Context: an optimization exercise on an open-source flow, tuned for small area. The choices shown serve that exercise and are no tape-out recipe.
Where RTL was checked, it was by simulation tests only, not by an equivalence proof against the original.
The RTL of runs 3 and 4 was laid out without a check of its function.
Power is estimated from default activity; no workload was simulated.

--- config.mk ---
export PLATFORM = sky130hd
export DESIGN_NAME = sgp41_pl
export DESIGN_NICKNAME = sgp41_pl
export VERILOG_FILES = /design/flow/design.v
export SDC_FILE = /design/flow/constraint.sdc
export NUM_CORES = 4
export LEC_CHECK = 0
export CAP_MARGIN = 20
export CORE_MARGIN = 2
export CORE_UTILIZATION = 40
export SLEW_MARGIN = 20
--- constraint.sdc ---
create_clock -name core_clock -period 10.0 [get_ports {clk}]
set_input_delay 2.0000 -clock core_clock [delete_from_list [all_inputs] [get_ports {clk}]]
set_output_delay 2.0000 -clock core_clock [all_outputs]
set_load 0.01 [all_outputs]
--- design.v ---
module sgp41_crc8 (
    input  wire [15:0] data,
    output reg  [7:0]  crc
);
    integer i;
    always @* begin
        crc = 8'hFF;
        for (i = 15; i >= 0; i = i - 1) begin
            if (crc[7] ^ data[i])
                crc = {crc[6:0], 1'b0} ^ 8'h31;
            else
                crc = {crc[6:0], 1'b0};
        end
    end
endmodule
module sgp41_pl (
    input  wire        clk,
    input  wire        rst,
    input  wire        req_valid,
    input  wire [2:0]  req_op,
    input  wire [7:0]  req_addr,
    input  wire [15:0] req_p0,
    input  wire [15:0] req_p1,
    output wire        busy,
    output reg         done,
    output reg  [2:0]  res_status,
    output reg  [2:0]  res_op,
    output wire [1:0]  res_nwords,
    output wire [15:0] res_w0,
    output wire [15:0] res_w1,
    output wire [15:0] res_w2,
    output reg         res_bound,
    output wire        st_pass,
    output wire        st_voc_fail,
    output wire        st_nox_fail,
    input  wire [15:0] crc_in,
    output wire [7:0]  crc_out,
    output wire        t_valid,
    output wire [2:0]  t_kind,
    output wire [7:0]  t_addr,
    output wire [7:0]  t_hnd,
    output reg  [3:0]  t_len,
    output wire [63:0] t_wdata,
    input  wire        t_done,
    input  wire        t_ok,
    input  wire [7:0]  t_rhnd,
    input  wire [71:0] t_rdata,
    output wire        z_valid,
    output reg  [8:0]  z_ms,
    input  wire        z_done
);
    localparam [2:0] OP_BEGIN      = 3'd0;
    localparam [2:0] OP_END        = 3'd1;
    localparam [2:0] OP_GET_SERIAL = 3'd2;
    localparam [2:0] OP_CONDITION  = 3'd3;
    localparam [2:0] OP_MEASURE    = 3'd4;
    localparam [2:0] OP_SELF_TEST  = 3'd5;
    localparam [2:0] OP_HEATER_OFF = 3'd6;
    localparam [2:0] OP_SOFT_RESET = 3'd7;
    localparam [2:0] ST_OK        = 3'd0;
    localparam [2:0] ST_E_OPEN    = 3'd1;
    localparam [2:0] ST_E_WRITE   = 3'd2;
    localparam [2:0] ST_E_READ    = 3'd3;
    localparam [2:0] ST_E_CRC     = 3'd4;
    localparam [2:0] ST_E_IDENT   = 3'd5;
    localparam [2:0] ST_E_NOTRDY  = 3'd6;
    localparam [2:0] PH_IDLE   = 3'd0;
    localparam [2:0] PH_OPEN   = 3'd1;    
    localparam [2:0] PH_REL    = 3'd2;    
    localparam [2:0] PH_WRITE  = 3'd3;    
    localparam [2:0] PH_WRITEG = 3'd4;    
    localparam [2:0] PH_READ   = 3'd5;    
    localparam [2:0] PH_DELAY  = 3'd6;    
    localparam [2:0] PH_ROT    = 3'd7;    
    reg [2:0]  phase;
    reg        chk;       
    reg [7:0]  hnd;
    reg [71:0] ring;
    reg [7:0]  lf;        
    reg [4:0]  bitc;      
    reg [1:0]  trip;      
    reg        bad;       
    reg        nz;        
    reg        no;        
    function [15:0] cmd_word(input [2:0] op);
        case (op)
            OP_BEGIN, OP_GET_SERIAL: cmd_word = 16'h3682;
            OP_CONDITION:            cmd_word = 16'h2612;
            OP_MEASURE:              cmd_word = 16'h2619;
            OP_SELF_TEST:            cmd_word = 16'h280E;
            OP_HEATER_OFF:           cmd_word = 16'h3615;
            OP_SOFT_RESET:           cmd_word = 16'h0006;
            default:                 cmd_word = 16'h0000;
        endcase
    endfunction
    function [1:0] resp_words(input [2:0] op);
        case (op)
            OP_BEGIN, OP_GET_SERIAL: resp_words = 2'd3;
            OP_CONDITION:            resp_words = 2'd1;
            OP_MEASURE:              resp_words = 2'd2;
            OP_SELF_TEST:            resp_words = 2'd1;
            default:                 resp_words = 2'd0;
        endcase
    endfunction
    function [8:0] delay_ms(input [2:0] op);
        case (op)
            OP_BEGIN, OP_GET_SERIAL: delay_ms = 9'd1;
            OP_CONDITION:            delay_ms = 9'd50;
            OP_MEASURE:              delay_ms = 9'd50;
            OP_SELF_TEST:            delay_ms = 9'd320;
            OP_HEATER_OFF:           delay_ms = 9'd1;
            OP_SOFT_RESET:           delay_ms = 9'd20;
            default:                 delay_ms = 9'd0;
        endcase
    endfunction
    sgp41_crc8 u_crc_port (.data(crc_in), .crc(crc_out));
    wire [1:0] n_resp = resp_words(res_op);
    assign busy     = (phase != PH_IDLE);
    assign t_valid  = (phase != PH_IDLE) && (phase != PH_DELAY) && (phase != PH_ROT);
    assign t_kind   = phase;
    assign z_valid  = (phase == PH_DELAY);
    assign t_addr   = ring[23:16];
    assign t_hnd    = hnd;
    assign t_wdata  = {cmd_word(res_op), ring[71:24]};
    assign res_w0     = ring[71:56];
    assign res_w1     = ring[47:32];
    assign res_w2     = ring[23:8];
    assign res_nwords = (res_status == ST_OK) ? n_resp : 2'd0;
    always @* begin
        if (phase == PH_READ)
            t_len = {n_resp, 1'b0} + {2'b00, n_resp};
        else if (res_op == OP_CONDITION || res_op == OP_MEASURE)
            t_len = 4'd8;
        else
            t_len = 4'd2;
        z_ms = delay_ms(res_op);
    end
    assign st_pass     = (res_w0 == 16'hD400);
    assign st_voc_fail = res_w0[0];
    assign st_nox_fail = res_w0[1];
    wire rot      = (phase == PH_ROT);
    wire in_word  = !bitc[4];                         
    wire trip_end = bitc[4] & bitc[2] & bitc[1] & bitc[0];    
    wire last     = trip_end & trip[1];
    wire keep     = (trip < n_resp);
    wire d        = ring[71];
    wire fb       = lf[7] ^ d;
    wire ring_in  = in_word ? (d & (keep | !chk)) : (lf[7] & !chk);
    wire mism     = chk & !in_word & keep & (d ^ lf[7]);
    wire bad_now  = bad | mism;
    wire ident    = !nz | !no;
    wire accept  = (phase == PH_IDLE) && req_valid;
    wire answer  = t_valid && t_done;
    wire ld_rd   = (phase == PH_READ) && t_done && t_ok;
    reg [2:0] phase_n;
    reg [2:0] status_n;
    reg       fin;        
    reg       clr;        
    reg       bound_n;
    always @* begin
        phase_n  = phase;
        status_n = res_status;
        fin      = 1'b0;
        clr      = 1'b0;
        bound_n  = res_bound;
        case (phase)
            PH_IDLE: if (req_valid) begin
                status_n = ST_OK;
                case (req_op)
                    OP_BEGIN: phase_n = res_bound ? PH_REL : PH_OPEN;
                    OP_END: begin
                        if (res_bound) phase_n = PH_REL;
                        else begin fin = 1'b1; clr = 1'b1; end
                    end
                    default: begin
                        if (!res_bound) begin
                            status_n = ST_E_NOTRDY;
                            fin = 1'b1; clr = 1'b1;
                        end else if (req_op == OP_CONDITION || req_op == OP_MEASURE)
                            phase_n = PH_ROT;
                        else if (req_op == OP_SOFT_RESET)
                            phase_n = PH_WRITEG;
                        else
                            phase_n = PH_WRITE;
                    end
                endcase
            end
            PH_REL: if (t_done) begin
                bound_n = 1'b0;
                if (res_op == OP_BEGIN && res_status == ST_OK)
                    phase_n = PH_OPEN;
                else begin fin = 1'b1; clr = 1'b1; end
            end
            PH_OPEN: if (t_done) begin
                if (t_ok) begin
                    bound_n = 1'b1;
                    phase_n = PH_WRITE;
                end else begin
                    status_n = ST_E_OPEN;
                    fin = 1'b1; clr = 1'b1;
                end
            end
            PH_WRITE: if (t_done) begin
                if (t_ok) phase_n = PH_DELAY;
                else begin
                    status_n = ST_E_WRITE;
                    if (res_op == OP_BEGIN) phase_n = PH_REL;
                    else begin fin = 1'b1; clr = 1'b1; end
                end
            end
            PH_WRITEG: if (t_done) phase_n = PH_DELAY;
            PH_DELAY: if (z_done) begin
                if (n_resp == 2'd0) begin fin = 1'b1; clr = 1'b1; end
                else phase_n = PH_READ;
            end
            PH_READ: if (t_done) begin
                if (t_ok) phase_n = PH_ROT;
                else begin
                    status_n = ST_E_READ;
                    if (res_op == OP_BEGIN) phase_n = PH_REL;
                    else begin fin = 1'b1; clr = 1'b1; end
                end
            end
            PH_ROT: if (last) begin
                if (!chk) phase_n = PH_WRITE;
                else if (bad_now || (res_op == OP_BEGIN && ident)) begin
                    status_n = bad_now ? ST_E_CRC : ST_E_IDENT;
                    if (res_op == OP_BEGIN) phase_n = PH_REL;
                    else begin fin = 1'b1; clr = 1'b1; end
                end else
                    fin = 1'b1;
            end
            default: ;
        endcase
        if (fin) phase_n = PH_IDLE;
    end
    always @(posedge clk) begin
        if (rst) begin
            phase      <= PH_IDLE;
            done       <= 1'b0;
            res_status <= ST_OK;
            res_op     <= OP_END;
            res_bound  <= 1'b0;
        end else begin
            phase      <= phase_n;
            done       <= fin;
            res_status <= status_n;
            res_bound  <= bound_n;
            if (accept) res_op <= req_op;
        end
    end
    always @(posedge clk) begin
        if (phase == PH_OPEN && t_done && t_ok) hnd <= t_rhnd;
        if (ld_rd) chk <= 1'b1;
        else if (accept) chk <= 1'b0;
    end
    always @(posedge clk) begin
        if (!rot || trip_end) lf <= 8'hFF;
        else if (in_word)     lf <= {lf[6:0], 1'b0} ^ (fb ? 8'h31 : 8'h00);
        else                  lf <= {lf[6:0], 1'b0};
        if (!rot) begin
            bitc <= 5'd0;
            trip <= 2'd0;
        end else if (trip_end) begin
            bitc <= 5'd0;
            trip <= trip + 2'd1;
        end else
            bitc <= bitc + 5'd1;
        bad <= rot & bad_now;
        nz  <= rot & (nz | (in_word & d));
        no  <= rot & (no | (in_word & !d));
    end
    wire s_rd   = ld_rd & !rst;
    wire s_req  = accept & !clr & !rst;
    wire s_sh   = rot & !clr & !rst;
    wire s_hold = !(ld_rd | accept | rot | clr | rst);
    wire [71:0] req_v = {req_p0, 8'h00, req_p1, 8'h00, req_addr, 16'h0000};
    wire [71:0] ring_prev = {ring[70:0], ring_in};
    wire [71:0] ring_w = ({72{s_rd}} & t_rdata) | ({72{s_req}} & req_v) |
                         ({72{s_sh}} & ring_prev) | ({72{s_hold}} & ring);
    always @(posedge clk) begin
        ring[71:56] <= ring_w[71:56];
        ring[47:32] <= ring_w[47:32];
        ring[23:8]  <= ring_w[23:8];
        if (ld_rd) begin
            ring[55:48] <= t_rdata[55:48];
            ring[31:24] <= t_rdata[31:24];
        end else if (rot) begin
            ring[55:48] <= ring[54:47];
            ring[31:24] <= ring[30:23];
        end
        ring[7:0] <= ld_rd ? t_rdata[7:0] : {ring[6:0], ring_in};
    end
endmodule
--- flow/run.sh ---
#!/bin/bash
# Standard ORFS layout, with the smallest buffer for the port buffers.
set -euo pipefail
export BUFFER_PORTS_ARGS="-buffer_cell sky130_fd_sc_hd__buf_1"
bash standard.sh > run_standard.log 2>&1
--- standard.sh ---
#!/bin/bash
# synth_recipe.tcl (not shown) runs the flow's synth.tcl, then flattens the netlist and writes it again
# the make line also repeats each setting of config.mk as NAME=value (left out here)
make -C /OpenROAD-flow-scripts/flow DESIGN_CONFIG=/design/flow/config.mk WORK_HOME=/design/flow/orfs CLKGATE_MAP_FILE= SYNTH_SCRIPT=/design/flow/synth_recipe.tcl "${@:-finish}"
==> flow_metrics.py, run 1 <==
metrics = {
    "synthesis": {
        "synth_top_area_cell": "dfxtp_1",
        "synth_flop_cell": "dfxtp_1",
        "yosys.area.top_type_share": 0.271,
        "synth-seq-cells": 110,
        "yosys_warnings": 2,
        "syn_avg_cell_area_um2": 9.90,
        "synth_edf_count": 24,
        "netlist-cell-type-count": 63,
        "syn_area_um2": 6340,
        "async_reset_ff_frac": 0,
        "synth-seq-area-share": 0.385,
        "synthCells": 641,
        "synth_area_leaders": "dfxtp_1 27%, buf_4 14%, edfxtp_1 11%",
    },
    "grt": {
        "grtUsageTotal": 0.189,
        "grt_use_met3": 0.0320,
        "antenna_found_initial": 0,
        "overflow": 0,
        "use_met2": 0.333,
        "grt_pass1_vias": 4664,
        "grt_util_met1": 0.237,
        "grt_pass1_wl_um": 24900,
        "top_usage_layer": "met2",
        "grt_max_degree": 49,
    },
    "detailed_routing": {
        "routed_wl_um": 17000,
        "drc": 0,
        "viasPerCell": 5.10,
        "antenna_left": 0,
        "dr.pass1.iters": 6,
        "post_drt_wl_per_cell_um": 16.3,
        "drt_iter0_drc": 310,
        "vias": 5310,
    },
    "timing": {
        "setup_tns_ns": 0,
        "max_freq_mhz": 182,
        "finalCritPeriodShare": 0.548,
        "setup-violations-final": 0,
        "tightest_slew_ns": 1.05,
        "grt_setup_unrepaired": "false",
        "slew_violations": 0,
        "hold_viol": 0,
        "post-route-min-period_ns": 5.48,
        "finalClockSkew_ns": 0.0105,
        "slew_headroom": 0.299,
    },
    "job": {
        "drv_cap": 0,
    },
    "placed_design": {
        "dp_hpwl_um": 12400,
        "globalplace.congestion": 0.900,
        "place_inst": 1025,
        "io_buffers": 305,
    },
    "setup_path": {
        "cpMostUsedCell": "xnor2_1",
        "cp.arrival_ns": 3.48,
        "worst_setup_path_end_kind": "output pin",
        "critPathLaunchType": "primary input",
        "crit-reg2reg-capture": "ring[63]",
        "worstPathMaxFanout": 3,
        "cp-startpoint": "crc_in[14]",
        "critical_path.cell_chain": "buf_1, xor2_1, xnor2_1, xnor2_1, xnor2_1, xnor2_1, buf_1",
        "max_stage_delay_ns": 0.39,
        "r2r_cells": 7,
        "crit_end": "crc_out[4]",
        "criticalPathCategory": "primary input to output pin",
        "r2r_start": "res_op[0]",
        "slowest_stage": "xnor2_1",
        "crit_required_ns": 8.00,
        "rrSetupSlack_ns": 7.16,
    },
    "finish": {
        "drive_above_1_share": 0.0800,
        "n_fill_cell": 1572,
        "seq_area_um2": 2440,
        "syn2layout_area_growth_pct": 11.9,
        "antenna-diode-count": 0,
        "multiInputGateArea_um2": 2850,
        "fin_nets": 970,
        "final_cells": 1041,
    },
    "cts": {
        "clk_latency_ns": 0.35,
        "htree_levels": 3,
        "cts_tree": "yes",
        "cts_hold_buffers": 0,
        "cts_sinks": 110,
        "cts_setup_buffers": 0,
        "post_cts_resized": 0,
        "clock-root-buffer": "clkbuf_16",
        "clockBufferDepth": 2,
        "clkTransAtPathRegs_ns": 0.07,
        "numCtsBuffers": 9,
    },
    "floorplanning": {
        "initial_utilization": 0.404,
        "die_x_um": 130,
        "core-area_um2": 15700,
        "ios": 313,
        "dieArea_um2": 16900,
        "rows": 46,
        "die_height_um": 130,
    },
    "power_and_ir_drop": {
        "pwr_density_cell_nw_per_um2": 142,
        "ir_drop_mv": 0.0737,
        "p_leak_uw": 0.00245,
    },
    "min_path": {
        "hold_path.class": "flop to flop",
        "hold_depth": 1,
    },
    "run_status": {
        "outcome": "finished clean",
    },
}
[Yosys cell counts, types with 10 or more instances]
cell type / count
edfxtp_1: 24
clkbuf_1: 15
dfxtp_1: 86
inv_1: 18
a22o_1: 40
and2_1: 10
mux2_2: 27
nor2_1: 42
xnor2_1: 34
buf_2: 14
a221o_1: 48
buf_4: 120
xor2_1: 12
nand2_1: 23
[layer usage]
| layer | share of wire | vias to the layer above |
|---|---|---|
| li1 | - | 2595 |
| met1 | 0.43 | 2485 |
| met2 | 0.50 | 214 |
| met3 | 0.056 | 16 |
| met4 | 0.015 | 0 |
| met5 | 0 | - |
[worst max-delay path, delay by kind of cell]
family    cells  cell delay, ns
xor+xnor      5            1.15
buf+inv       2            0.34
[cell type report]
class / instances / area share
Clock buffer: 10 / 0.0323
Clock inverter: 6 / 0.00529
Inverter: 18 / 0.00952
Multi-Input combinational cell: 369 / 0.402
Sequential cell: 110 / 0.344
Tap cell: 216 / 0.0381
Timing Repair Buffer: 312 / 0.169
[worst min-delay path by stage]
stage                     start  slack [ns]    end
final                     lf[0]        0.41  lf[1]
after global routing      lf[0]        0.43  lf[1]
after CTS                 lf[0]        0.41  lf[1]
after detailed placement  lf[5]        0.40  lf[6]
after global placement    lf[6]        0.39  lf[7]
after floorplan           lf[0]        0.39  lf[1]
[flip-flops by register name, indices dropped and copies added, names as in the netlist, 2 cells and up]
signal / count
trip: 2
res_op: 3
hnd: 8
lf: 8
ring: 72
phase: 3
bitc: 5
res_status: 3
[per-stage QoR]
| stage | hold WS, ns | area (µm²) | utilization | setup WS, ns | power, µW |
|---|---|---|---|---|---|
| finish | 0.407 | 7100 | 0.452 | 4.52 | 1010 |
| global route | 0.433 | 7100 | 0.452 | 4.35 | 1060 |
| CTS | 0.413 | 7100 | 0.452 | 4.50 | 1020 |
| detailed placement | 0.397 | 6830 | 0.435 | 4.51 | 685 |
| global placement | 0.394 | 6830 | 0.435 | 4.56 | 684 |
| floorplan | 0.391 | 6370 | - | 4.87 | 622 |
[layout by cell type, fill, tap and decap left out, types with 8 or more instances in the layout]
| master | count |
|---|---|
| a221o_1 | 48 |
| or3_1 | 8 |
| clkbuf_16 | 9 |
| and2_1 | 10 |
| nor2_1 | 41 |
| buf_1 | 305 |
| mux2_2 | 27 |
| nand2_1 | 23 |
| nand3_1 | 8 |
| xnor2_1 | 34 |
| inv_1 | 18 |
| edfxtp_1 | 24 |
| dfxtp_1 | 86 |
| a22o_1 | 40 |
| xor2_1 | 12 |
[report_power, final]
part | internal [µW] | switching (µW)
Combinational | 82.3 | 120
Clock | 169 | 164
Sequential | 460 | 12.7
[cells by family (layout without fill, tap and decap cells)]
group / after synthesis / in the layout / synth area share
muxes: 28 / 28 / 0.0495
other: 1 / 7 / 0.000591
DFF: 110 / 110 / 0.385
and+or+nand+nor: 138 / 138 / 0.116
xor gates and xnor gates: 46 / 46 / 0.0635
adders and majority gates: 5 / 5 / 0.00986
buffers and inverters: 168 / 346 / 0.174
AOI/OAI and AO/OA: 145 / 145 / 0.201
==> inputs of run 2 (changes only) <==
--- a/config.mk
+++ b/config.mk
@@ -8,4 +8,5 @@
 export CAP_MARGIN = 20
 export CORE_MARGIN = 2
 export CORE_UTILIZATION = 40
+export CTS_BUF_LIST = sky130_fd_sc_hd__clkbuf_8
 export SLEW_MARGIN = 20
==> flow_metrics.py, run 2 <==
metrics = {
    "power_and_ir_drop": {
        "p_leak_uw": 0.00241,
        "pwr_density_cell_nw_per_um2": 131,
        "ir_drop_mv": 0.0710,
        "power.total_uw": 919,
    },
    "cts": {
        "cts_hold_buffers": 0,
        "clk_latency_ns": 0.38,
        "numCtsBuffers": 9,
        "clkTransAtPathRegs_ns": 0.10,
        "post_cts_resized": 0,
        "cts_sinks": 110,
        "cts_setup_buffers": 0,
        "htree_levels": 3,
        "clockBufferDepth": 2,
        "cts_tree": "yes",
        "clock-root-buffer": "clkbuf_8",
    },
    "timing": {
        "finalClockSkew_ns": 0.0163,
        "slew_violations": 0,
        "finalCritPeriodShare": 0.549,
        "slew_headroom": 0.302,
        "setup_tns_ns": 0,
        "max_freq_mhz": 182,
        "hold_viol": 0,
        "grt_setup_unrepaired": "false",
        "setup-violations-final": 0,
        "tightest_slew_ns": 1.05,
        "post-route-min-period_ns": 5.49,
    },
    "setup_path": {
        "crit_required_ns": 8.00,
        "critPathLaunchType": "primary input",
        "cp-startpoint": "crc_in[14]",
        "r2r_cells": 5,
        "worst_setup_path_end_kind": "output pin",
        "criticalPathCategory": "primary input to output pin",
        "r2r_start": "phase[0]",
        "cp.arrival_ns": 3.49,
        "worstPathMaxFanout": 3,
        "crit_end": "crc_out[4]",
        "crit-reg2reg-capture": "ring[63]",
        "rrSetupSlack_ns": 7.15,
    },
    "grt": {
        "grtUsageTotal": 0.190,
        "grt_max_degree": 49,
        "overflow": 0,
        "antenna_found_initial": 0,
        "grt_pass1_wl_um": 24900,
        "grt_pass1_vias": 4674,
    },
    "synthesis": {
        "synth_area_leaders": "dfxtp_1 27%, buf_4 14%, edfxtp_1 11%",
        "synth-seq-cells": 110,
        "synth.most_common_cell": "buf_4",
        "synth-seq-area-share": 0.385,
        "async_reset_ff_frac": 0,
        "netlist-cell-type-count": 63,
        "syn_avg_cell_area_um2": 9.90,
        "synth_flop_cell": "dfxtp_1",
        "synthCells": 641,
        "syn_area_um2": 6340,
        "synth_top_area_cell": "dfxtp_1",
        "yosys.area.top_type_share": 0.271,
        "yosys_warnings": 2,
        "synth_common_cells": "120 x buf_4, 86 x dfxtp_1, 48 x a221o_1",
        "synth_edf_count": 24,
    },
    "floorplanning": {
        "dieArea_um2": 16900,
        "initial_utilization": 0.404,
        "die_x_um": 130,
        "die_height_um": 130,
        "rows": 46,
        "core-area_um2": 15700,
        "ios": 313,
    },
    "job": {
        "drv_cap": 0,
    },
    "finish": {
        "drive_above_1_share": 0.0800,
        "reg_top3": "ring: 72 flops, hnd: 8 flops, lf: 8 flops",
        "regMostFlops": "ring",
        "syn2layout_area_growth_pct": 10.3,
        "final_cell_mix": "305 x buf_1, 86 x dfxtp_1, 48 x a221o_1",
        "largest_reg_flops": 72,
        "layout_commonest_cell": "buf_1",
        "fin_nets": 970,
        "antenna-diode-count": 0,
    },
    "run_status": {
        "outcome": "finished clean",
    },
    "detailed_routing": {
        "viasPerCell": 5.06,
        "dr.pass1.iters": 5,
        "drc": 0,
        "routed_wl_um": 16900,
        "antenna_left": 0,
        "post_drt_wl_per_cell_um": 16.2,
        "vias": 5272,
        "drt_iter0_drc": 318,
    },
    "placed_design": {
        "globalplace.congestion": 0.900,
        "dp_hpwl_um": 12400,
        "io_buffers": 305,
    },
    "min_path": {
        "hold_path.class": "flop to flop",
    },
}
## run 2: changes by cell type in the layout (fill, tap and decap cells not counted)
cell       delta
clkbuf_1      -1
clkbuf_16     -9
clkbuf_8      +9
inv_1         +1
## run 2: routing by layer
layer,track usage,vias to the layer above,share of wire
li1,-,2588,-
met1,0.234,2451,0.43
met2,0.332,215,0.49
met5,0,-,0
met3,0.0324,18,0.057
met4,0.0708,0,0.019
## run 2: report_power, final
part / total [µW] / internal, µW / switching (µW)
Clock: 243 / 89.2 / 154
Sequential: 473 / 461 / 12.8
Combinational: 202 / 82.3 / 120
Total: 919 / 632 / 287
## run 2: per-stage QoR
step | instance area, µm² | worst slack (ns) | std cells | hold slack, ns | utilization
after detailed placement | 6830 | 4.51 | 1025 | 0.397 | 0.435
after floorplan | 6370 | 4.87 | 647 | 0.391 | -
final | 7000 | 4.51 | 1041 | 0.407 | 0.445
after global routing | 7000 | 4.35 | 1041 | 0.434 | 0.445
after CTS | 7000 | 4.50 | 1041 | 0.413 | 0.445
after global placement | 6830 | 4.56 | 1025 | 0.394 | 0.435
## run 2: logic make-up after synthesis
group                      count (synthesis)  synth area share
xor gates and xnor gates                  46            0.0635
adders and majority gates                  5           0.00986
AOI/OAI and AO/OA                        145             0.201
DFF                                      110             0.385
buffers and inverters                    168             0.174
and+or+nand+nor                          138             0.116
other                                      1          0.000591
muxes                                     28            0.0495
## run 2: area by class of cell
cell class	count	area (µm²)
fillers	1591	8720
flip-flops and latches	110	2440
multi-input cells	369	2850
inverters	18	67.6
repair buffers	312	1200
clock inverters	7	41.3
well taps	216	270
clock buffers	9	124
## run 2: how the worst min path moves through the flow
stage | start | to | cells after the start | slack (ns)
5_1_grt | lf[0] | lf[1] | 1 | 0.43
4_1_cts | lf[0] | lf[1] | 1 | 0.41
3_3_place_gp | lf[6] | lf[7] | 1 | 0.39
3_5_place_dp | lf[5] | lf[6] | 1 | 0.40
2_1_floorplan | lf[0] | lf[1] | 1 | 0.39
6_report | lf[0] | lf[1] | 1 | 0.41
## run 2: critical path: stages
cell,delay [ns]
buf_1,0.17
xor2_1,0.26
xnor2_1,0.17
xnor2_1,0.39
xnor2_1,0.18
xnor2_1,0.15
buf_1,0.17
==> inputs of run 3 (changes only) <==
--- a/design.v
+++ b/design.v
@@ -270,25 +270,18 @@
         nz  <= rot & (nz | (in_word & d));
         no  <= rot & (no | (in_word & !d));
     end
-    wire s_rd   = ld_rd & !rst;
-    wire s_req  = accept & !clr & !rst;
-    wire s_sh   = rot & !clr & !rst;
-    wire s_hold = !(ld_rd | accept | rot | clr | rst);
-    wire [71:0] req_v = {req_p0, 8'h00, req_p1, 8'h00, req_addr, 16'h0000};
-    wire [71:0] ring_prev = {ring[70:0], ring_in};
-    wire [71:0] ring_w = ({72{s_rd}} & t_rdata) | ({72{s_req}} & req_v) |
-                         ({72{s_sh}} & ring_prev) | ({72{s_hold}} & ring);
-    always @(posedge clk) begin
-        ring[71:56] <= ring_w[71:56];
-        ring[47:32] <= ring_w[47:32];
-        ring[23:8]  <= ring_w[23:8];
-        if (ld_rd) begin
-            ring[55:48] <= t_rdata[55:48];
-            ring[31:24] <= t_rdata[31:24];
-        end else if (rot) begin
-            ring[55:48] <= ring[54:47];
-            ring[31:24] <= ring[30:23];
-        end
-        ring[7:0] <= ld_rd ? t_rdata[7:0] : {ring[6:0], ring_in};
+    always @(posedge clk) begin
+        if (rst || clr) begin
+            ring[71:56] <= 16'h0000;
+            ring[47:32] <= 16'h0000;
+            ring[23:8]  <= 16'h0000;
+        end else if (ld_rd)
+            ring <= t_rdata;
+        else if (accept) begin
+            ring[71:56] <= req_p0;
+            ring[47:32] <= req_p1;
+            ring[23:16] <= req_addr;
+        end else if (rot)
+            ring <= {ring[70:0], ring_in};
     end
 endmodule
--- a/config.mk
+++ b/config.mk
@@ -8,5 +8,4 @@
 export CAP_MARGIN = 20
 export CORE_MARGIN = 2
 export CORE_UTILIZATION = 40
-export CTS_BUF_LIST = sky130_fd_sc_hd__clkbuf_8
 export SLEW_MARGIN = 20
==> flow_metrics.py, run 3 <==
metrics = {
    "placed_design": {
        "dp_hpwl_um": 13500,
        "io_buffers": 305,
        "globalplace.congestion": 0.830,
        "place_inst": 1198,
    },
    "cts": {
        "post_cts_resized": 0,
        "cts_hold_buffers": 0,
        "cts_sinks": 110,
        "numCtsBuffers": 9,
        "clockBufferDepth": 2,
        "cts_tree": "yes",
        "htree_levels": 3,
        "clkTransAtPathRegs_ns": 0.08,
        "clk_latency_ns": 0.35,
        "cts_setup_buffers": 0,
        "clock-root-buffer": "clkbuf_16",
    },
    "setup_path": {
        "worst_setup_path_end_kind": "output pin",
        "criticalPathCategory": "primary input to output pin",
        "cp.arrival_ns": 3.48,
        "worstPathMaxFanout": 3,
        "cp-startpoint": "crc_in[12]",
        "r2r_start": "res_op[0]",
        "crit_required_ns": 8.00,
        "cpMostUsedCell": "xnor2_1",
        "critical_path.cell_chain": "buf_1, xor2_1, xnor2_1, xnor2_1, xnor2_1, xor2_1, buf_1",
        "slowest_stage": "xor2_1",
        "max_stage_delay_ns": 0.38,
        "critPathLaunchType": "primary input",
    },
    "synthesis": {
        "synth-seq-cells": 110,
        "synthCells": 823,
        "async_reset_ff_frac": 0,
        "synth_flop_cell": "dfxtp_1",
        "synth-seq-area-share": 0.366,
        "syn_area_um2": 6900,
        "synth_top_area_cell": "dfxtp_1",
        "yosys.area.top_type_share": 0.226,
        "yosys_warnings": 2,
        "synth_area_leaders": "dfxtp_1 23%, edfxtp_1 14%, buf_4 13%",
        "synth.most_common_cell": "nand2_1",
        "synth_common_cells": "162 x nand2_1, 115 x buf_4, 79 x nor2_1",
        "synth_edf_count": 32,
        "syn_avg_cell_area_um2": 8.38,
        "netlist-cell-type-count": 63,
    },
    "timing": {
        "slew_violations": 0,
        "tightest_slew_ns": 0.783,
        "setup_tns_ns": 0,
        "finalCritPeriodShare": 0.548,
        "post-route-min-period_ns": 5.48,
        "finalClockSkew_ns": 0.00897,
        "setup-violations-final": 0,
        "grt_setup_unrepaired": "false",
        "max_freq_mhz": 182,
        "slew_headroom": 0.477,
        "hold_viol": 0,
    },
    "floorplanning": {
        "dieArea_um2": 18300,
        "ios": 313,
        "initial_utilization": 0.404,
        "rows": 48,
        "core-area_um2": 17100,
        "die_height_um": 135,
        "die_x_um": 135,
    },
    "grt": {
        "grtUsageTotal": 0.193,
        "overflow": 0,
        "grt_pass1_vias": 5394,
        "grt_pass1_wl_um": 27900,
        "antenna_found_initial": 0,
        "grt_max_degree": 79,
    },
    "detailed_routing": {
        "antenna_left": 0,
        "post_drt_wl_per_cell_um": 15.4,
        "routed_wl_um": 18700,
        "vias": 6157,
        "drc": 0,
        "viasPerCell": 5.07,
        "drt_iter0_drc": 322,
        "dr.pass1.iters": 5,
    },
    "finish": {
        "fin_nets": 1134,
        "final_cell_mix": "305 x buf_1, 162 x nand2_1, 79 x nor2_1",
        "layout_commonest_cell": "buf_1",
        "regMostFlops": "ring",
        "drive_above_1_share": 0.0677,
        "antenna-diode-count": 0,
        "syn2layout_area_growth_pct": 10.4,
        "largest_reg_flops": 72,
        "n_fill_cell": 1814,
        "reg_top3": "ring: 72 flops, hnd: 8 flops, lf: 8 flops",
        "final_cells": 1214,
    },
    "power_and_ir_drop": {
        "pwr_density_cell_nw_per_um2": 140,
        "ir_drop_mv": 0.115,
        "power.total_uw": 1070,
        "p_leak_uw": 0.00248,
    },
    "min_path": {
        "hp-start": "lf[6]",
        "hold_path.class": "flop to flop",
    },
    "run_status": {
        "outcome": "finished clean",
    },
    "job": {
        "drv_cap": 0,
    },
}
-- run 3: report_power, final --
| group | total [µW] | leakage, µW | internal, µW | switching (µW) |
|---|---|---|---|---|
| sequential | 485 | 0.000917 | 467 | 18.4 |
| clock | 346 | 0.000137 | 177 | 169 |
| combinational | 234 | 0.00143 | 91.4 | 143 |
-- run 3: metrics by stage --
stage	utilization	hold WS (ns)	setup slack, ns	cell area (µm²)
5_1_grt	0.446	0.421	4.40	7610
3_3_place_gp	0.430	0.389	4.60	7330
4_1_cts	0.446	0.413	4.50	7610
6_report	0.446	0.410	4.52	7610
3_5_place_dp	0.430	0.393	4.50	7330
2_1_floorplan	-	0.386	4.73	6920
-- run 3: per-layer routing --
metal,vias up,global-route usage,wire [µm]
met4,0,0.0619,352
li1,3021,-,-
met1,2879,0.246,8010
met3,21,0.0348,1230
met5,-,0,0
met2,236,0.330,9100
-- run 3: worst max-delay path: cells and delay by family --
family	cells	cell delay [ns]
buffers and inverters	2	0.33
XOR/XNOR	5	1.15
-- run 3: layout make-up --
class,count,area (µm²),area share
clock inverter,6,43.8,0.00575
timing repair buffer,312,1200,0.157
tap,225,282,0.0370
multi-input combinational,542,3300,0.433
clock buffer,10,239,0.0314
inverter,9,33.8,0.00444
sequential,110,2520,0.331
-- run 3: worst paths after layout --
check	end	slack, ns	depth (start not counted)
min	lf[7]	0.41	1
min reg2reg	lf[7]	0.41	1
max reg2reg	ring[54]	6.43	11
max	crc_out[7]	4.52	7
-- run 3: kinds of logic (layout without fill, tap and decap cells) --
logic type | Yosys count | count (layout) | synth area share
simple gates | 313 | 313 | 0.202
buf+inv | 177 | 337 | 0.163
compound gates | 145 | 145 | 0.160
flops | 110 | 110 | 0.366
xor+xnor | 47 | 47 | 0.0597
mux | 25 | 25 | 0.0405
fa+ha+maj | 5 | 5 | 0.00907
other cells | 1 | 7 | 0.000544
==> inputs of run 4 (changes only) <==
==> run.sh (new file) <==
#!/bin/bash
# synth_recipe.tcl (not shown) runs the flow's synth.tcl, then flattens the netlist and writes it again
# the make line also repeats each setting of config.mk as NAME=value (left out here)
make -C /OpenROAD-flow-scripts/flow DESIGN_CONFIG=/design/flow/config.mk WORK_HOME=/design/flow/orfs CLKGATE_MAP_FILE= SYNTH_SCRIPT=/design/flow/synth_recipe.tcl finish
removed: flow/run.sh
removed: standard.sh
==> flow_metrics.py, run 4 <==
metrics = {
    "finish": {
        "fin_nets": 1134,
        "final_cell_mix": "305 x clkdlybuf4s50_1, 162 x nand2_1, 79 x nor2_1",
        "regMostFlops": "ring",
        "reg_top3": "ring: 72 flops, hnd: 8 flops, lf: 8 flops",
        "largest_reg_flops": 72,
        "n_fill_cell": 1583,
        "syn2layout_area_growth_pct": 38.4,
        "seq_area_um2": 2520,
        "layout_commonest_cell": "clkdlybuf4s50_1",
        "multiInputGateArea_um2": 3300,
        "drive_above_1_share": 0.0677,
    },
    "grt": {
        "grt_pass1_vias": 5949,
        "grt_pass1_wl_um": 32400,
        "grt_max_degree": 83,
        "antenna_found_initial": 0,
        "grtUsageTotal": 0.226,
        "overflow": 0,
    },
    "power_and_ir_drop": {
        "ir_drop_mv": 0.125,
        "p_leak_uw": 0.00327,
        "pwr_density_cell_nw_per_um2": 123,
        "power.total_uw": 1180,
    },
    "timing": {
        "hold_viol": 0,
        "finalClockSkew_ns": 0.00554,
        "post-route-min-period_ns": 6.25,
        "whs_ns": 0.415,
        "slew_violations": 0,
        "max_freq_mhz": 160,
        "finalCritPeriodShare": 0.625,
        "grt_setup_unrepaired": "false",
        "slew_headroom": 0.405,
        "tightest_slew_ns": 0.893,
        "setup_tns_ns": 0,
        "setup-violations-final": 0,
    },
    "synthesis": {
        "synthCells": 823,
        "synth_flop_cell": "dfxtp_1",
        "synth-xor-area-share": 0.0597,
        "synth-seq-area-share": 0.366,
        "synth_area_leaders": "dfxtp_1 23%, edfxtp_1 14%, buf_4 13%",
        "synthAdderAreaFrac": 0.00907,
        "synth_common_cells": "162 x nand2_1, 115 x buf_4, 79 x nor2_1",
        "synth-compound-area-share": 0.159,
        "synth.most_common_cell": "nand2_1",
        "async_reset_ff_frac": 0,
        "yosys.area.top_type_share": 0.226,
        "synth_top_family_by_area": "simple AND/OR/NAND/NOR gates",
        "syn_avg_cell_area_um2": 8.38,
        "yosys_warnings": 2,
        "synth-seq-cells": 110,
        "synth_top_area_cell": "dfxtp_1",
        "synth_edf_count": 32,
        "muxShareOfSynthArea": 0.0405,
        "netlist-cell-type-count": 63,
        "syn_area_um2": 6900,
        "synth_simple_gate_area_frac": 0.202,
    },
    "setup_path": {
        "worst_setup_path_end_kind": "output pin",
        "crit_required_ns": 8.00,
        "max_stage_delay_ns": 0.56,
        "critical_path.cell_chain": "clkdlybuf4s50_1, xor2_1, xnor2_1, xnor2_1, xnor2_1, xnor2_1, clkdlybuf4s50_1",
        "worstPathMaxFanout": 3,
        "cp.arrival_ns": 4.25,
        "critPathLaunchType": "primary input",
        "cp_num_buf_inv": 2,
        "crit_family": "XOR/XNOR gates",
        "cpMostUsedCell": "xnor2_1",
        "slowest_stage": "clkdlybuf4s50_1",
        "criticalPathCategory": "primary input to output pin",
    },
    "floorplanning": {
        "core-area_um2": 17100,
        "initial_utilization": 0.404,
        "ios": 313,
        "die_height_um": 135,
        "rows": 48,
        "dieArea_um2": 18300,
        "die_x_um": 135,
    },
    "cts": {
        "post_cts_resized": 0,
        "clock-root-buffer": "clkbuf_16",
        "cts_setup_buffers": 0,
        "htree_levels": 3,
        "clkTransAtPathRegs_ns": 0.07,
        "cts_tree": "yes",
        "cts_hold_buffers": 0,
        "cts_sinks": 110,
        "clk_latency_ns": 0.35,
        "clockBufferDepth": 2,
        "numCtsBuffers": 9,
    },
    "job": {
        "drv_cap": 0,
    },
    "detailed_routing": {
        "drc": 0,
        "vias": 6245,
        "viasPerCell": 5.14,
        "antenna_left": 0,
        "routed_wl_um": 21300,
        "drt_iter0_drc": 347,
        "post_drt_wl_per_cell_um": 17.6,
        "dr.pass1.iters": 5,
    },
    "min_path": {
        "hold_path.class": "flop to flop",
    },
    "placed_design": {
        "globalplace.congestion": 0.875,
        "io_buffers": 305,
        "dp_hpwl_um": 15700,
    },
    "run_status": {
        "outcome": "finished clean",
    },
}
## run 4: cell families after synthesis
family / Yosys count
AO/OA/AOI/OAI: 145
adder cells (fa/ha/maj): 5
AND/OR/NAND/NOR: 313
multiplexers: 25
other: 1
buffers and inverters: 177
XOR/XNOR: 47
flip-flops: 110
## run 4: per-stage QoR
stage / worst slack, ns / cell area, µm² / utilization / instances
finish: 3.75 / 9550 / 0.560 / 1215
global placement: 3.85 / 9240 / 0.542 / 1198
CTS: 3.74 / 9540 / 0.559 / 1214
detailed placement: 3.77 / 9240 / 0.542 / 1198
global route: 3.61 / 9540 / 0.559 / 1214
floorplan: 4.73 / 6920 / - / 829
## run 4: worst paths after layout
check | start | endpoint | slack [ns] | cells past startpoint
setup reg to reg | res_op[0] | ring[30] | 6.25 | 11
hold / removal | lf[2] | lf[3] | 0.42 | 1
hold reg to reg | lf[2] | lf[3] | 0.42 | 1
setup / recovery | crc_in[12] | crc_out[5] | 3.75 | 7
## run 4: cell type report
class / instances / area share
diodes: 1 / 0.000262
clock buffers: 12 / 0.0291
clock inverters: 4 / 0.00275
inverters: 9 / 0.00354
multi-input cells: 542 / 0.345
flip-flops and latches: 110 / 0.264
well taps: 225 / 0.0295
repair buffers: 312 / 0.325
## run 4: where the power goes
part           switching [µW]  internal [µW]
clock network             166            198
logic                     144            184
registers                19.4            467
## run 4: layer usage
layer	GRT usage	routed length (µm)
met5	0	0
met4	0.0683	407
met3	0.0471	1470
met2	0.391	10500
met1	0.284	8950
==> inputs of run 5 (changes only) <==
--- a/design.v
+++ b/design.v
@@ -77,7 +77,8 @@
     reg [7:0]  hnd;
     reg [71:0] ring;
     reg [7:0]  lf;        
-    reg [4:0]  bitc;      
+    reg [2:0]  bitn;      
+    reg [1:0]  byten;     
     reg [1:0]  trip;      
     reg        bad;       
     reg        nz;        
@@ -119,9 +120,9 @@
     assign t_valid  = (phase != PH_IDLE) && (phase != PH_DELAY) && (phase != PH_ROT);
     assign t_kind   = phase;
     assign z_valid  = (phase == PH_DELAY);
-    assign t_addr   = ring[23:16];
+    assign t_addr   = ring[47:40];
     assign t_hnd    = hnd;
-    assign t_wdata  = {cmd_word(res_op), ring[71:24]};
+    assign t_wdata  = {cmd_word(res_op), ring[71:56], ring[47:32], ring[23:8]};
     assign res_w0     = ring[71:56];
     assign res_w1     = ring[47:32];
     assign res_w2     = ring[23:8];
@@ -139,14 +140,19 @@
     assign st_voc_fail = res_w0[0];
     assign st_nox_fail = res_w0[1];
     wire rot      = (phase == PH_ROT);
-    wire in_word  = !bitc[4];                         
-    wire trip_end = bitc[4] & bitc[2] & bitc[1] & bitc[0];    
-    wire last     = trip_end & trip[1];
+    wire last_bit = &bitn;
+    wire last     = last_bit & byten[1] & trip[1];
     wire keep     = (trip < n_resp);
+    wire fr_p     = (trip == 2'd0) ? !byten[1] :
+                    (trip == 2'd1) ? (byten == 2'd1) : (byten == 2'd0);
+    wire fr_s     = (trip == 2'd1) ? (byten == 2'd0) :
+                    (trip == 2'd2) && (byten == 2'd1);
+    wire is_p     = chk ? !byten[1] : fr_p;
+    wire is_s     = chk ? byten[1]  : fr_s;
     wire d        = ring[71];
-    wire fb       = lf[7] ^ d;
-    wire ring_in  = in_word ? (d & (keep | !chk)) : (lf[7] & !chk);
-    wire mism     = chk & !in_word & keep & (d ^ lf[7]);
+    wire fb       = is_p & (lf[7] ^ d);
+    wire ring_in  = (!chk && fr_s) ? lf[7] : (d & (keep | !chk));
+    wire mism     = chk & byten[1] & keep & (d ^ lf[7]);
     wire bad_now  = bad | mism;
     wire ident    = !nz | !no;
     wire accept  = (phase == PH_IDLE) && req_valid;
@@ -255,33 +261,40 @@
         else if (accept) chk <= 1'b0;
     end
     always @(posedge clk) begin
-        if (!rot || trip_end) lf <= 8'hFF;
-        else if (in_word)     lf <= {lf[6:0], 1'b0} ^ (fb ? 8'h31 : 8'h00);
-        else                  lf <= {lf[6:0], 1'b0};
+        if (!rot)
+            lf <= 8'hFF;
+        else
+            lf <= {lf[6:0], is_p ? fb : (is_s | lf[7])} ^ {2'b00, fb, fb, 3'b000, 1'b0};
         if (!rot) begin
-            bitc <= 5'd0;
-            trip <= 2'd0;
-        end else if (trip_end) begin
-            bitc <= 5'd0;
-            trip <= trip + 2'd1;
-        end else
-            bitc <= bitc + 5'd1;
+            bitn  <= 3'd0;
+            byten <= 2'd0;
+            trip  <= 2'd0;
+        end else begin
+            bitn <= bitn + 3'd1;
+            if (last_bit) begin
+                byten <= byten[1] ? 2'd0 : byten + 2'd1;
+                if (byten[1]) trip <= trip + 2'd1;
+            end
+        end
         bad <= rot & bad_now;
-        nz  <= rot & (nz | (in_word & d));
-        no  <= rot & (no | (in_word & !d));
-    end
+        nz  <= rot & (nz | (!byten[1] & d));
+        no  <= rot & (no | (!byten[1] & !d));
+    end
+    wire s_rd   = ld_rd & !rst;
+    wire s_req  = accept & !clr & !rst;
+    wire s_sh   = rot & !clr & !rst;
+    wire s_hold = !(ld_rd | accept | rot | clr | rst);
+    wire [71:0] req_v = {req_p0, 8'h00, req_addr, req_p1[15:8], 8'h00,
+                         req_p1[7:0], 16'h0000};
+    wire [71:0] ring_prev = {ring[70:0], ring_in};
+    wire [71:0] ring_w = ({72{s_rd}} & t_rdata) | ({72{s_req}} & req_v) |
+                         ({72{s_sh}} & ring_prev) | ({72{s_hold}} & ring);
     always @(posedge clk) begin
-        if (rst || clr) begin
-            ring[71:56] <= 16'h0000;
-            ring[47:32] <= 16'h0000;
-            ring[23:8]  <= 16'h0000;
-        end else if (ld_rd)
-            ring <= t_rdata;
-        else if (accept) begin
-            ring[71:56] <= req_p0;
-            ring[47:32] <= req_p1;
-            ring[23:16] <= req_addr;
-        end else if (rot)
-            ring <= {ring[70:0], ring_in};
+        ring[71:56] <= ring_w[71:56];
+        ring[47:32] <= ring_w[47:32];
+        ring[23:8]  <= ring_w[23:8];
+        ring[55:48] <= ld_rd ? t_rdata[55:48] : ring[54:47];
+        ring[31:24] <= ld_rd ? t_rdata[31:24] : ring[30:23];
+        ring[7:0]   <= ld_rd ? t_rdata[7:0]   : {ring[6:0], ring_in};
     end
 endmodule
==> flow/run.sh (new file) <==
#!/bin/bash
# Standard ORFS layout, with the smallest buffer for the port buffers.
set -euo pipefail
export BUFFER_PORTS_ARGS="-buffer_cell sky130_fd_sc_hd__buf_1"
bash standard.sh > run_standard.log 2>&1
==> standard.sh (new file) <==
#!/bin/bash
# synth_recipe.tcl (not shown) runs the flow's synth.tcl, then flattens the netlist and writes it again
# the make line also repeats each setting of config.mk as NAME=value (left out here)
make -C /OpenROAD-flow-scripts/flow DESIGN_CONFIG=/design/flow/config.mk WORK_HOME=/design/flow/orfs CLKGATE_MAP_FILE= SYNTH_SCRIPT=/design/flow/synth_recipe.tcl "${@:-finish}"
--- a/config.mk
+++ b/config.mk
@@ -8,4 +8,7 @@
 export CAP_MARGIN = 20
 export CORE_MARGIN = 2
 export CORE_UTILIZATION = 40
+export CTS_BUF_LIST = sky130_fd_sc_hd__clkbuf_16
+export CTS_CLUSTER_DIAMETER = 200
+export CTS_CLUSTER_SIZE = 50
 export SLEW_MARGIN = 20
removed: run.sh
==> flow_metrics.py, run 5 <==
metrics = {
    "run_status": {
        "outcome": "finished clean",
    },
    "timing": {
        "slew_violations": 0,
        "finalClockSkew_ns": 0.0148,
        "whs_ns": 0.417,
        "finalCritPeriodShare": 0.577,
        "grt_setup_unrepaired": "false",
        "hold_viol": 0,
        "post-route-min-period_ns": 5.77,
        "setup_tns_ns": 0,
        "setup-violations-final": 0,
        "slew_headroom": 0.329,
        "tightest_slew_ns": 1.01,
        "max_freq_mhz": 173,
    },
    "synthesis": {
        "syn_area_um2": 6190,
        "async_reset_ff_frac": 0,
        "synth-compound-area-share": 0.211,
        "synthAdderAreaFrac": 0.0178,
        "synth.most_common_cell": "buf_4",
        "muxShareOfSynthArea": 0.0483,
        "netlist-cell-type-count": 59,
        "synth-xor-area-share": 0.0608,
        "yosys.area.top_type_share": 0.330,
        "synthCells": 641,
        "synth_top_area_cell": "dfxtp_1",
        "synth_common_cells": "122 x buf_4, 102 x dfxtp_1, 49 x a22o_1",
        "synth_area_leaders": "dfxtp_1 33%, buf_4 15%, a22o_1 6.9%",
        "syn_avg_cell_area_um2": 9.66,
        "yosys_warnings": 2,
        "synth-seq-cells": 110,
        "synth_top_family_by_area": "compound AO/OA/AOI/OAI gates",
        "synth_edf_count": 8,
        "synth-seq-area-share": 0.369,
        "synth_flop_cell": "dfxtp_1",
        "synth_simple_gate_area_frac": 0.108,
    },
    "power_and_ir_drop": {
        "p_clk_frac": 0.355,
        "p_leak_uw": 0.00254,
        "pwr_density_cell_nw_per_um2": 143,
        "ir_drop_mv": 0.0964,
        "seq_power_share": 0.470,
        "p_comb_frac": 0.174,
        "p_sw_frac": 0.290,
        "switchingPower_uw": 284,
        "intPower_uw": 696,
    },
    "cts": {
        "clkTransAtPathRegs_ns": 0.08,
        "cts_setup_buffers": 0,
        "clock-root-buffer": "clkbuf_16",
        "cts_hold_buffers": 0,
        "post_cts_resized": 0,
        "clockBufferDepth": 2,
        "cts_sinks": 110,
        "htree_levels": 3,
        "clk_latency_ns": 0.36,
        "cts_tree": "yes",
        "numCtsBuffers": 9,
    },
    "grt": {
        "grt_pass1_wl_um": 24300,
        "grt_max_degree": 49,
        "antenna_found_initial": 0,
        "grt_pass1_vias": 4550,
        "overflow": 0,
        "grtUsageTotal": 0.188,
    },
    "finish": {
        "reg_top3": "ring: 72 flops, hnd: 8 flops, lf: 8 flops",
        "final_cell_mix": "305 x buf_1, 102 x dfxtp_1, 49 x a22o_1",
        "regMostFlops": "ring",
        "syn2layout_area_growth_pct": 10.4,
        "antenna-diode-count": 0,
        "drive_above_1_share": 0.0769,
        "layout_commonest_cell": "buf_1",
        "utilization": 0.451,
        "fin_nets": 967,
        "largest_reg_flops": 72,
    },
    "setup_path": {
        "cp_num_buf_inv": 2,
        "worst-path-stages": 7,
        "slowest_stage": "xnor2_1",
        "critical_path.cell_chain": "buf_1, xnor2_1, xnor2_1, xnor2_1, xnor2_1, xnor2_1, buf_1",
        "crit-reg2reg-capture": "ring[14]",
        "cp-startpoint": "crc_in[15]",
        "criticalPathCategory": "primary input to output pin",
        "r2r_start": "res_op[2]",
        "r2r_cells": 8,
        "worst_setup_path_end_kind": "output pin",
        "crit_required_ns": 8.00,
        "max_stage_delay_ns": 0.44,
        "critPathLaunchType": "primary input",
        "cpMostUsedCell": "xnor2_1",
        "crit_family": "XOR/XNOR gates",
        "worstPathMaxFanout": 3,
        "cp.arrival_ns": 3.77,
        "rrSetupSlack_ns": 7.00,
        "crit_end": "crc_out[4]",
    },
    "job": {
        "drv_cap": 0,
    },
    "placed_design": {
        "dp_hpwl_um": 12200,
        "globalplace.congestion": 0.809,
        "io_buffers": 305,
    },
    "detailed_routing": {
        "post_drt_wl_per_cell_um": 16.3,
        "vias": 5182,
        "dr.pass1.iters": 5,
        "drt_iter0_drc": 264,
        "routed_wl_um": 16400,
        "drc": 0,
        "viasPerCell": 5.15,
        "antenna_left": 0,
    },
    "floorplanning": {
        "rows": 45,
        "core-area_um2": 15100,
        "dieArea_um2": 16500,
        "initial_utilization": 0.409,
        "ios": 313,
        "die_height_um": 128,
        "die_x_um": 128,
    },
    "min_path": {
        "hold_path.class": "flop to flop",
        "hold_depth": 1,
    },
}
run 5: logic make-up (layout without fill, tap and decap cells):
| kind of cell | count (synthesis) | in the layout |
|---|---|---|
| DFF | 110 | 110 |
| adders and majority gates | 9 | 9 |
| muxes | 27 | 27 |
| xor gates and xnor gates | 43 | 43 |
| AOI/OAI and AO/OA | 159 | 159 |
| other | 1 | 7 |
| buffers and inverters | 168 | 340 |
| and+or+nand+nor | 124 | 124 |
run 5: how the worst min path moves through the flow:
stage / from / end
floorplan: lf[0] / lf[1]
global placement: lf[5] / lf[6]
finish: lf[2] / lf[3]
global route: lf[2] / lf[3]
CTS: lf[2] / lf[3]
detailed placement: lf[1] / lf[2]
run 5: metal layers:
metal,up-vias,global-route usage,part of all wire,routed length [µm]
met5,-,0,0,0
met4,0,0.0504,0.012,194
met3,14,0.0466,0.070,1150
met2,232,0.308,0.47,7630
met1,2397,0.250,0.45,7410
li1,2539,-,-,-
run 5: cell type report:
cell class / count / area [µm²]
flip-flops and latches: 110 / 2280
fillers: 1539 / 8310
well taps: 188 / 235
clock inverters: 7 / 65.1
inverters: 15 / 56.3
repair buffers: 309 / 1170
multi-input cells: 369 / 2790
clock buffers: 9 / 225
run 5: metrics by stage:
step / setup WS, ns / instances / power, µW / instance area [µm²]
floorplan: 4.81 / 647 / 588 / 6210
global placement: 4.29 / 991 / 642 / 6540
finish: 4.23 / 1007 / 980 / 6830
global route: 4.12 / 1007 / 1030 / 6830
detailed placement: 4.21 / 991 / 642 / 6540
CTS: 4.20 / 1007 / 993 / 6830
run 5: power by group through the flow:
stage	Combinational, µW	Clock, µW	Sequential [µW]
floorplan	123	0	466
global placement	171	0	471
detailed placement	170	0	471
CTS	172	360	461
global route	187	377	462
finish	171	348	461
==> inputs of run 6 (changes only) <==
--- a/config.mk
+++ b/config.mk
@@ -8,7 +8,7 @@
 export CAP_MARGIN = 20
 export CORE_MARGIN = 2
 export CORE_UTILIZATION = 40
-export CTS_BUF_LIST = sky130_fd_sc_hd__clkbuf_16
+export CTS_BUF_LIST = sky130_fd_sc_hd__clkbuf_8
 export CTS_CLUSTER_DIAMETER = 200
-export CTS_CLUSTER_SIZE = 50
+export CTS_CLUSTER_SIZE = 30
 export SLEW_MARGIN = 20
==> flow_metrics.py, run 6 <==
metrics = {
    "synthesis": {
        "syn_avg_cell_area_um2": 9.66,
        "syn_area_um2": 6190,
        "yosys_warnings": 2,
        "yosys.area.top_type_share": 0.330,
        "synth_area_leaders": "dfxtp_1 33%, buf_4 15%, a22o_1 6.9%",
        "netlist-cell-type-count": 59,
        "synth_flop_cell": "dfxtp_1",
        "synth.most_common_cell": "buf_4",
        "async_reset_ff_frac": 0,
        "synth_top_area_cell": "dfxtp_1",
        "synthCells": 641,
        "synth_edf_count": 8,
        "synth_common_cells": "122 x buf_4, 102 x dfxtp_1, 49 x a22o_1",
        "synth-seq-area-share": 0.369,
        "synth-seq-cells": 110,
    },
    "detailed_routing": {
        "drc": 0,
        "drt_iter0_drc": 263,
        "dr.pass1.iters": 5,
        "antenna_left": 0,
        "post_drt_wl_per_cell_um": 16.2,
        "viasPerCell": 5.12,
        "vias": 5151,
        "routed_wl_um": 16300,
    },
    "job": {
        "drv_cap": 0,
    },
    "min_path": {
        "min_to": "lf[3]",
        "hold_path.class": "flop to flop",
        "hp-start": "lf[2]",
        "hold_depth": 1,
    },
    "timing": {
        "setup-violations-final": 0,
        "slew_headroom": 0.332,
        "post-route-min-period_ns": 5.77,
        "whs_ns": 0.425,
        "max_freq_mhz": 173,
        "finalClockSkew_ns": 0.0214,
        "hold_viol": 0,
        "setup_tns_ns": 0,
        "finalCritPeriodShare": 0.577,
        "tightest_slew_ns": 1.00,
        "grt_setup_unrepaired": "false",
        "slew_violations": 0,
    },
    "cts": {
        "cts_setup_buffers": 0,
        "cts_hold_buffers": 0,
        "clock-root-buffer": "clkbuf_8",
        "htree_levels": 3,
        "clkTransAtPathRegs_ns": 0.11,
        "post_cts_resized": 0,
        "cts_tree": "yes",
        "numCtsBuffers": 9,
        "clockBufferDepth": 2,
        "clk_latency_ns": 0.39,
        "cts_sinks": 110,
    },
    "finish": {
        "syn2layout_area_growth_pct": 8.75,
        "n_fill_cell": 1551,
        "reg_top3": "ring: 72 flops, hnd: 8 flops, lf: 8 flops",
        "regMostFlops": "ring",
        "largest_reg_flops": 72,
        "utilization": 0.444,
        "drive_above_1_share": 0.0769,
        "antenna-diode-count": 0,
        "layout_commonest_cell": "buf_1",
        "fin_nets": 967,
        "final_cell_mix": "305 x buf_1, 102 x dfxtp_1, 49 x a22o_1",
    },
    "floorplanning": {
        "core-area_um2": 15100,
        "initial_utilization": 0.409,
        "die_x_um": 128,
        "die_height_um": 128,
        "dieArea_um2": 16500,
        "rows": 45,
        "ios": 313,
    },
    "setup_path": {
        "r2r_start": "res_op[2]",
        "worstPathMaxFanout": 3,
        "slowest_stage": "xnor2_1",
        "rrSetupSlack_ns": 7.00,
        "cpMostUsedCell": "xnor2_1",
        "crit-reg2reg-capture": "ring[14]",
        "cp.arrival_ns": 3.77,
        "crit_required_ns": 8.00,
        "crit_family": "XOR/XNOR gates",
        "max_stage_delay_ns": 0.44,
        "criticalPathCategory": "primary input to output pin",
        "worst_setup_path_end_kind": "output pin",
        "r2r_cells": 8,
        "cp_num_buf_inv": 2,
        "critical_path.cell_chain": "buf_1, xnor2_1, xnor2_1, xnor2_1, xnor2_1, xnor2_1, buf_1",
        "critPathLaunchType": "primary input",
    },
    "grt": {
        "overflow": 0,
        "grt_pass1_wl_um": 24300,
        "antenna_found_initial": 0,
        "grt_max_degree": 49,
        "grt_pass1_vias": 4551,
        "grtUsageTotal": 0.189,
    },
    "run_status": {
        "outcome": "finished clean",
    },
    "power_and_ir_drop": {
        "p_leak_uw": 0.00250,
        "power.total_uw": 890,
        "pwr_density_cell_nw_per_um2": 132,
        "ir_drop_mv": 0.107,
    },
    "placed_design": {
        "globalplace.congestion": 0.809,
        "dp_hpwl_um": 12200,
        "io_buffers": 305,
    },
}
[run 6: cell types whose count changed in the layout (fill, tap and decap cells not counted)]
cell,delta
clkbuf_16,-9
clkbuf_8,+9
[run 6: cells by family (layout without fill, tap and decap cells)]
kind of cell | Yosys count | count (layout) | share of synthesized area
muxes | 27 | 27 | 0.0483
xor gates and xnor gates | 43 | 43 | 0.0608
buffers and inverters | 168 | 340 | 0.185
adders and majority gates | 9 | 9 | 0.0178
DFF | 110 | 110 | 0.369
AOI/OAI and AO/OA | 159 | 159 | 0.211
and+or+nand+nor | 124 | 124 | 0.108
other | 1 | 7 | 0.000606
[run 6: per-layer routing]
layer / share of wire / up-vias / GRT usage
li1: - / 2537 / -
met1: 0.45 / 2379 / 0.249
met2: 0.46 / 220 / 0.309
met3: 0.073 / 15 / 0.0474
met4: 0.013 / 0 / 0.0524
met5: 0 / - / 0
[run 6: worst max path at each step]
stage                             to  slack (ns)  cells past startpoint  startpoint
after floorplan           crc_out[0]        4.81                      5  crc_in[12]
after global placement    crc_out[4]        4.29                      7  crc_in[15]
after detailed placement  crc_out[4]        4.21                      7  crc_in[15]
after CTS                 crc_out[4]        4.20                      7  crc_in[15]
after global routing      crc_out[4]        4.12                      7  crc_in[15]
final                     crc_out[4]        4.23                      7  crc_in[15]
[run 6: layout make-up]
| class | count | area, µm² | area share |
|---|---|---|---|
| clock buffers | 9 | 124 | 0.0184 |
| clock inverters | 7 | 65.1 | 0.00967 |
| inverters | 15 | 56.3 | 0.00836 |
| multi-input cells | 369 | 2790 | 0.415 |
| flip-flops and latches | 110 | 2280 | 0.339 |
| well taps | 188 | 235 | 0.0349 |
| repair buffers | 309 | 1170 | 0.175 |
[run 6: stage by stage]
step                setup WS (ns)  instances  instance area, µm²
floorplan                    4.81        647                6210
global placement             4.29        991                6540
detailed placement           4.21        991                6540
CTS                          4.20       1007                6730
global route                 4.12       1007                6730
finish                       4.23       1007                6730
[run 6: report_power, final]
part / internal [µW] / switching, µW / total [µW]
combinational: 71.7 / 98.9 / 171
clock: 95.8 / 162 / 258
sequential: 450 / 11.1 / 461
==> inputs of run 7 (changes only) <==
==> flow/run.sh (replaced) <==
#!/bin/bash
set -euo pipefail
here=$(pwd)
flowdir=$(cd "$(dirname "${BASH_SOURCE[0]}")" && pwd)

# synthesis script: the standard flow's, with ABC's script swapped for the area script
{
  echo "proc abc {args} {"
  echo "  set i [lsearch -exact \$args -script]"
  echo "  if {\$i >= 0} { lset args [expr {\$i + 1}] {$flowdir/abc_area.script} }"
  echo "  yosys abc {*}\$args"
  echo "}"
  cat synth_recipe.tcl
} > area_synth.tcl
sed "s#SYNTH_SCRIPT=[^ ]*synth_recipe.tcl#SYNTH_SCRIPT=$here/area_synth.tcl#" standard.sh > area_standard.sh
grep -q "SYNTH_SCRIPT=$here/area_synth.tcl" area_standard.sh

export BUFFER_PORTS_ARGS="-buffer_cell sky130_fd_sc_hd__buf_1"
bash area_standard.sh > run_standard.log 2>&1
==> flow/abc_area.script (new file) <==
strash
&get -n
&deepsyn -T 30
&put
strash
dc2
dch -f
amap
topo
==> config.mk (replaced) <==
export PLATFORM = sky130hd
export DESIGN_NAME = sgp41_pl
export DESIGN_NICKNAME = sgp41_pl
export VERILOG_FILES = /design/flow/design.v
export SDC_FILE = /design/flow/constraint.sdc
export NUM_CORES = 4
export LEC_CHECK = 0
export CAP_MARGIN = 0
export CORE_MARGIN = 2
export CORE_UTILIZATION = 40
export CTS_BUF_LIST = sky130_fd_sc_hd__clkbuf_8
export SLEW_MARGIN = 0
==> flow_metrics.py, run 7 <==
metrics = {
    "setup_path": {
        "cp.arrival_ns": 4.01,
        "crit_required_ns": 8.00,
        "critPathLaunchType": "primary input",
        "worst_setup_path_end_kind": "output pin",
        "criticalPathCategory": "primary input to output pin",
        "worstPathMaxFanout": 5,
    },
    "synthesis": {
        "muxShareOfSynthArea": 0,
        "syn_avg_cell_area_um2": 8.64,
        "synthCells": 638,
        "synth_flop_cell": "dfxtp_1",
        "synth_simple_gate_area_frac": 0.129,
        "yosys.area.top_type_share": 0.371,
        "synth_common_cells": "114 x buf_4, 102 x dfxtp_1, 68 x nor2_1",
        "synth_top_area_cell": "dfxtp_1",
        "synth_area_leaders": "dfxtp_1 37%, buf_4 16%, a222oi_1 5.6%",
        "syn_area_um2": 5510,
        "async_reset_ff_frac": 0,
        "yosys_warnings": 2,
        "synth-compound-area-share": 0.236,
        "synth_edf_count": 8,
        "netlist-cell-type-count": 38,
        "synth-xor-area-share": 0.00159,
        "synth-seq-area-share": 0.414,
        "synth-seq-cells": 110,
        "synthAdderAreaFrac": 0.0182,
        "synth_top_family_by_area": "compound AO/OA/AOI/OAI gates",
        "synth.most_common_cell": "buf_4",
    },
    "detailed_routing": {
        "vias": 5148,
        "routed_wl_um": 15500,
        "dr.pass1.iters": 8,
        "antenna_left": 0,
        "drc": 0,
        "viasPerCell": 5.00,
        "post_drt_wl_per_cell_um": 15.1,
        "drt_iter0_drc": 391,
    },
    "floorplanning": {
        "ios": 313,
        "dieArea_um2": 14700,
        "die_height_um": 121,
        "die_x_um": 121,
        "core-area_um2": 13300,
        "rows": 42,
        "initial_utilization": 0.413,
    },
    "grt": {
        "overflow": 0,
        "antenna_found_initial": 0,
        "grt_max_degree": 49,
        "grt_pass1_wl_um": 22400,
        "grtUsageTotal": 0.195,
        "grt_pass1_vias": 4351,
    },
    "cts": {
        "cts_sinks": 110,
        "cts_setup_buffers": 0,
        "post_cts_resized": 0,
        "clk_latency_ns": 0.39,
        "cts_tree": "yes",
        "clkTransAtPathRegs_ns": 0.11,
        "clockBufferDepth": 2,
        "cts_hold_buffers": 0,
        "clock-root-buffer": "clkbuf_8",
        "htree_levels": 3,
        "numCtsBuffers": 9,
    },
    "finish": {
        "layout_commonest_cell": "buf_1",
        "postLayoutCellArea_um2": 6330,
        "n_fill_cell": 1391,
        "largest_reg_flops": 72,
        "drive_above_1_share": 0.0304,
        "final_cell_mix": "305 x buf_1, 102 x dfxtp_1, 65 x nor2_1",
        "reg_top3": "ring: 72 flops, hnd: 8 flops, lf: 8 flops",
        "syn2layout_area_growth_pct": 14.9,
        "antenna-diode-count": 0,
        "regMostFlops": "ring",
        "fin_nets": 1002,
    },
    "timing": {
        "whs_ns": 0.425,
        "post-route-min-period_ns": 6.01,
        "max_freq_mhz": 166,
        "finalCritPeriodShare": 0.601,
        "finalClockSkew_ns": 0.0156,
        "setup-violations-final": 0,
        "slew_headroom": 0.327,
        "slew_violations": 0,
        "tightest_slew_ns": 1.01,
        "worst_slack_ns": 3.99,
        "hold_viol": 0,
        "setup_tns_ns": 0,
        "grt_setup_unrepaired": "false",
    },
    "power_and_ir_drop": {
        "seq_power_share": 0.430,
        "ir_drop_mv": 0.106,
        "p_comb_frac": 0.349,
        "pwr_density_cell_nw_per_um2": 221,
        "p_sw_frac": 0.394,
        "p_leak_uw": 0.00228,
        "p_clk_frac": 0.221,
        "intPower_uw": 850,
        "power.total_uw": 1400,
        "switchingPower_uw": 553,
    },
    "placed_design": {
        "place_area_um2": 6100,
        "place_ws_ns": 4.01,
        "globalplace.congestion": 0.828,
        "io_buffers": 305,
        "dp_hpwl_um": 11500,
    },
    "min_path": {
        "hold_path.class": "flop to flop",
    },
    "job": {
        "drv_cap": 0,
    },
    "run_status": {
        "outcome": "finished clean",
    },
}
run 7: worst max-delay path, stage by stage:
cell and delay, ns:
buf_1 0.10, clkinv_1 0.10, a21oi_1 0.18, nor2_1 0.06, a21oi_1 0.16, clkinv_1 0.12
o21ai_0 0.32, nor2_1 0.07, a21oi_1 0.20, nor2_1 0.08, a21oi_1 0.27, nor2_1 0.09
a21oi_1 0.11, buf_1 0.16
run 7: layout make-up:
cell class                 instances  area [µm²]  area share
inverter                          64         240      0.0379
tap                              176         220      0.0348
timing repair buffer             310        1180       0.187
multi-input combinational        354        2180       0.344
clock inverter                     6        92.6      0.0146
clock buffer                      10         138      0.0217
sequential                       110        2280       0.360
run 7: stage by stage:
| step | utilization | instances |
|---|---|---|
| after floorplan | - | 644 |
| after global placement | 0.457 | 1014 |
| after detailed placement | 0.457 | 1014 |
| after CTS | 0.475 | 1030 |
| after global routing | 0.475 | 1030 |
| final | 0.475 | 1030 |
run 7: power by group through the flow:
stage	clock network, µW	logic [µW]	registers (µW)
global placement	0	493	612
global route	335	543	613
detailed placement	0	492	611
floorplan	0	413	594
finish	310	490	603
CTS	316	493	602
run 7: kinds of logic (layout without fill, tap and decap cells):
kind of cell / count (synthesis) / in the layout
AND/OR/NAND/NOR: 168 / 168
XOR/XNOR: 1 / 1
flip-flops: 110 / 110
other: 1 / 7
AO/OA/AOI/OAI: 170 / 170
adder cells (fa/ha/maj): 8 / 8
buffers and inverters: 180 / 390
run 7: path summary, 6_finish.rpt:
| kind | startpoint | slack [ns] | cells past startpoint | to |
|---|---|---|---|---|
| worst min register to register | lf[1] | 0.42 | 1 | lf[2] |
| worst max register to register | phase[1] | 5.12 | 15 | ring[71] |
| worst min-delay path | lf[1] | 0.42 | 1 | lf[2] |
| worst max-delay path | crc_in[12] | 3.99 | 14 | crc_out[0] |
run 7: per-layer routing:
metal	GRT usage	routed length, µm
met1	0.247	6730
met2	0.330	7460
met3	0.0414	1110
met4	0.0654	210
met5	0	0

-- what the ideal ports hide --
How much do the figures lean on ideal ports? The routed layouts below were timed once more, with nothing changed but the port constraints.
Step 1 assumes that a clkbuf_16 drives the clock port and a buf_2 every other input.
Step 2 moves the port delays by t, midway between the first and last clock arrival at a register: inputs arrive t later, outputs are due t later. That takes back most of the time a late clock gives input paths.
Slacks: ideal / step 1 / step 2; pairs: ideal / step 1.
| run | t (ns) | setup WS [ns] | slew at the worst register clock pin (ns) | worst slew at a driven data input, ns | cell pins on the clock port's net |
|---|---|---|---|---|---|
| run 1 | 0.388 | 4.515 / 4.494 / 4.494 | 0.07 / 0.07 | 0.06 | 1 |
| run 2 | 0.413 | 4.515 / 4.493 / 4.493 | 0.11 / 0.11 | 0.06 | 1 |
| run 3 | 0.387 | 4.519 / 4.498 / 4.498 | 0.08 / 0.08 | 0.06 | 1 |
| run 4 | 0.393 | 3.751 / 3.725 / 3.725 | 0.07 / 0.07 | 0.08 | 1 |
| run 5 | 0.388 | 4.234 / 4.210 / 4.210 | 0.08 / 0.08 | 0.06 | 1 |
| run 6 | 0.411 | 4.234 / 4.211 / 4.211 | 0.12 / 0.12 | 0.06 | 1 |
| run 7 | 0.418 | 3.989 / 3.964 / 3.964 | 0.11 / 0.11 | 0.06 | 1 |
After both steps setup and hold are still met in every run listed. The setup slack of run 4, which loses most, moves by -0.026 ns with the drivers and by -0.026 ns with both steps.
